What follows belongs to an exercise in optimizing a design on an open flow for small area; a production flow would make more cautious choices.
Only simulation tests tie the RTL to the original design; equivalence was not proved.
The clock port is modelled as an ideal driver, which makes a skipped or thinned clock tree look cheaper than it is; a real chip needs a root buffer or a tree.
Power and IR drop assume default switching activity.

==> flow/design.v <==
module jtag_spi_bridge (
    input  wire tck,
    input  wire tdi,
    input  wire p_shift,
    input  wire p_ce,
    input  wire p_rstn,
    input  wire p_rti1,
    output wire tdo,
    input  wire miso,
    output wire cs_n,
    output wire mosi,
    output wire spi_oe,      
    output wire wp_n,
    output wire hold_n
);
    localparam W = 16;    
    localparam [31:0]  PAT = 32'hAAAA_AAAB;
    localparam [W-1:0] INV = PAT[W-1:0];
    reg selected;
    always @(posedge tck)
        selected <= p_rstn & (selected | p_rti1);
    wire selected_capture = selected & p_ce & ~p_shift;
    wire selected_shift   = selected & p_shift;
    reg          mode;
    reg  [W-1:0] q;                   
    wire [W-1:0] bits = q ^ INV;      
    reg          mosi_q;
    reg          csn_q;
    reg          tdo_q;
    wire nz   = |bits;
    wire xfer = mode & nz;
    wire sin  = tdi & (selected_shift | nz);
    reg [W-1:0] bits_next;
    always @(*) begin
        if (selected_capture)
            bits_next = {W{1'b0}};
        else if (xfer)
            bits_next = bits - 1'b1;
        else
            bits_next = {bits[W-2:0], sin};
    end
    always @(posedge tck) begin
        mode <= xfer | bits[W-2];
        q    <= bits_next ^ INV;
    end
    always @(posedge tck) begin
        mosi_q <= tdi;
        csn_q  <= ~xfer;
    end
    always @(negedge tck)
        tdo_q <= miso;
    assign spi_oe = selected;
    assign mosi   = mosi_q;
    assign cs_n   = csn_q;
    assign tdo    = tdo_q;
    assign wp_n   = 1'b1;
    assign hold_n = 1'b1;
endmodule
==> flow/config.mk <==
export PLATFORM = sky130hd
export DESIGN_NAME = jtag_spi_bridge
export DESIGN_NICKNAME = jtag_spi_bridge
export VERILOG_FILES = /design/flow/design.v
export SDC_FILE = /design/flow/constraint.sdc
export NUM_CORES = 4
export LEC_CHECK = 0
export CAP_MARGIN = 20
export CORE_AREA = 2 2 62 62
export CTS_BUF_LIST = sky130_fd_sc_hd__clkbuf_8
export CTS_CLUSTER_DIAMETER = 200
export CTS_CLUSTER_SIZE = 30
export DIE_AREA = 0 0 64 64
export PLACE_DENSITY = 0.9
export SLEW_MARGIN = 20
==> flow/constraint.sdc <==
create_clock -name core_clock -period 10.0 [get_ports {tck}]
set_input_delay 2.0000 -clock core_clock [delete_from_list [all_inputs] [get_ports {tck}]]
set_output_delay 2.0000 -clock core_clock [all_outputs]
set_load 0.01 [all_outputs]
standard.sh (not shown) runs the stock make flow with config.mk's settings and CLKGATE_MAP_FILE= SYNTH_SCRIPT=/design/flow/synth_recipe.tcl, a recipe that flattens the netlist after the stock synthesis.
==> flow/flow/run.sh <==
#!/bin/bash
# Own layout flow: the standard flow, with these changes to how the
# layout is made:
#  1. after the standard synthesis, the gates between the registers are
#     replaced by a hand-mapped netlist of the same design (flow/
#     hand_netlist.v, made by gen/gen_netlist.py); the registers keep the
#     names and cell types the standard synthesis gave them. If the
#     registers do not match, ABC re-maps the standard netlist for area
#     instead (flow/reopt.tcl);
#  2. the port buffers are the smallest buffer cell (buf_1);
#  3. the clock tree is one level of CLK_NBUF buffers driven by the clock
#     port (flow/post_cts.tcl).
# Each tool's output goes to a log file of its own in the work folder.
set -euo pipefail
WORK=$(pwd)
RES=$WORK/orfs/results/$FLOW_PLATFORM/jtag_spi_bridge/base
LIB=$FLOW_HOME/platforms/$FLOW_PLATFORM/lib/sky130_fd_sc_hd__tt_025C_1v80.lib

# 1. standard synthesis
bash standard.sh synth > "$WORK/log_1_synth_standard.log" 2>&1
cp "$RES/1_2_yosys.v" "$WORK/synth_standard.v"

# 2. the hand-mapped netlist, with the standard synthesis's register names
if python3 "$WORK/flow/place_ffs.py" "$WORK/flow/hand_netlist.v" "$WORK/synth_standard.v" \
     "$WORK/synth_new.v" > "$WORK/log_2_netlist.log" 2>&1; then
  echo "hand-mapped netlist" >> "$WORK/log_2_netlist.log"
else
  REOPT_LIB=$LIB REOPT_IN=$WORK/synth_standard.v REOPT_TOP=$FLOW_TOP \
  REOPT_STAT=$WORK/reopt_stat.txt REOPT_OUT=$WORK/synth_new.v \
    yosys -c "$WORK/flow/reopt.tcl" > "$WORK/log_2_reopt.log" 2>&1
fi
sleep 1
cp "$WORK/synth_new.v" "$RES/1_2_yosys.v"
touch "$RES/1_2_yosys.v"
rm -f "$RES/1_synth.odb" "$RES/1_synth.sdc"
bash standard.sh synth > "$WORK/log_3_synth_odb.log" 2>&1

# 3. the rest of the standard flow
export BUFFER_PORTS_ARGS="-buffer_cell sky130_fd_sc_hd__buf_1"
export POST_CTS_TCL="$WORK/flow/post_cts.tcl"
export FLOW_CLOCK_PORT=tck
export CLK_NBUF=1
export CLK_BUF=sky130_fd_sc_hd__clkbuf_16
export CTS_ARGS="-sink_clustering_enable -repair_clock_nets -dont_use_dummy_load -sink_clustering_size 30 -sink_clustering_max_diameter 200 -buf_list sky130_fd_sc_hd__clkbuf_8"
bash standard.sh > "$WORK/log_4_layout.log" 2>&1
test -f "$WORK/out/final.def"
==> flow/flow/post_cts.tcl <==
# After clock tree synthesis. A design this small needs no clock tree of
# several levels: every clock load (register clock pins and the clock
# inverter of the falling-edge register) is driven by one of CLK_NBUF
# buffers of type CLK_BUF, all driven directly by the clock port, with the
# loads split between them by position. Every register's clock then passes
# through exactly one buffer of the same type with about the same load.
set block [ord::get_db_block]
set db [ord::get_db]
set port_net [$block findNet $::env(FLOW_CLOCK_PORT)]
set nbuf $::env(CLK_NBUF)
set master [$db findMaster $::env(CLK_BUF)]

# collect the clock buffers CTS made and the loads they drive
set bufs {}
set frontier [list $port_net]
set loads {}
while { [llength $frontier] > 0 } {
  set net [lindex $frontier 0]
  set frontier [lrange $frontier 1 end]
  foreach it [$net getITerms] {
    if { ![$it isInputSignal] } { continue }
    set inst [$it getInst]
    if { [string match "*clkbuf*" [[$inst getMaster] getName]] } {
      lappend bufs $inst
      lappend frontier [[$inst findITerm X] getNet]
    } else {
      lappend loads $it
    }
  }
}
# remove them
foreach b $bufs {
  set out [[$b findITerm X] getNet]
  foreach it [$b getITerms] { if { [$it getNet] ne "NULL" } { $it disconnect } }
  odb::dbInst_destroy $b
  if { $out ne $port_net } { odb::dbNet_destroy $out }
}
foreach it $loads { if { [$it getNet] ne "NULL" } { $it disconnect } }

# order the loads by position (x, then y) and split them into nbuf groups
set keyed {}
foreach it $loads {
  set bb [[$it getInst] getBBox]
  lappend keyed [list [expr { ([$bb xMin] + [$bb xMax]) / 2 }] [expr { ([$bb yMin] + [$bb yMax]) / 2 }] $it]
}
set keyed [lsort -integer -index 0 $keyed]
set n [llength $keyed]
for { set g 0 } { $g < $nbuf } { incr g } {
  set lo [expr { ($g * $n) / $nbuf }]
  set hi [expr { (($g + 1) * $n) / $nbuf - 1 }]
  set buf [odb::dbInst_create $block $master "clkbuf_root_$g"]
  set net [odb::dbNet_create $block "clknet_root_$g"]
  $net setSigType CLOCK
  [$buf findITerm A] connect $port_net
  [$buf findITerm X] connect $net
  set sx 0; set sy 0
  foreach k [lrange $keyed $lo $hi] {
    [lindex $k 2] connect $net
    set sx [expr { $sx + [lindex $k 0] }]
    set sy [expr { $sy + [lindex $k 1] }]
  }
  set cnt [expr { $hi - $lo + 1 }]
  $buf setLocation [expr { $sx / $cnt }] [expr { $sy / $cnt }]
  $buf setPlacementStatus PLACED
  $buf setSourceType TIMING
}
global_connect
puts "post_cts: replaced [llength $bufs] clock buffers by $nbuf $::env(CLK_BUF) for $n loads"
detailed_placement
check_placement -verbose
estimate_parasitics -placement
report_clock_skew
Other scripts of this flow, unchanged in this note and not shown: flow/flow/hand_netlist.v, flow/flow/place_ffs.py, flow/flow/reopt.tcl
Edit:
--- a/flow/flow/run.sh
+++ b/flow/flow/run.sh
@@ -40,6 +40,6 @@
 export POST_CTS_TCL="$WORK/flow/post_cts.tcl"
 export FLOW_CLOCK_PORT=tck
-export CLK_NBUF=1
-export CLK_BUF=sky130_fd_sc_hd__clkbuf_16
+export CLK_NBUF=3
+export CLK_BUF=sky130_fd_sc_hd__clkbuf_4
 export CTS_ARGS="-sink_clustering_enable -repair_clock_nets -dont_use_dummy_load -sink_clustering_size 30 -sink_clustering_max_diameter 200 -buf_list sky130_fd_sc_hd__clkbuf_8"
 bash standard.sh > "$WORK/log_4_layout.log" 2>&1
The changed run passed the timing, design-rule and antenna checks.
Wire length climbs by 2.6%.
Final area stays flat.
Sequential power is about the same.
Die area does not change.
Via count climbs by 1.1%.
Register-to-register slack is about the same.
Cell count climbs by about 1.5%.
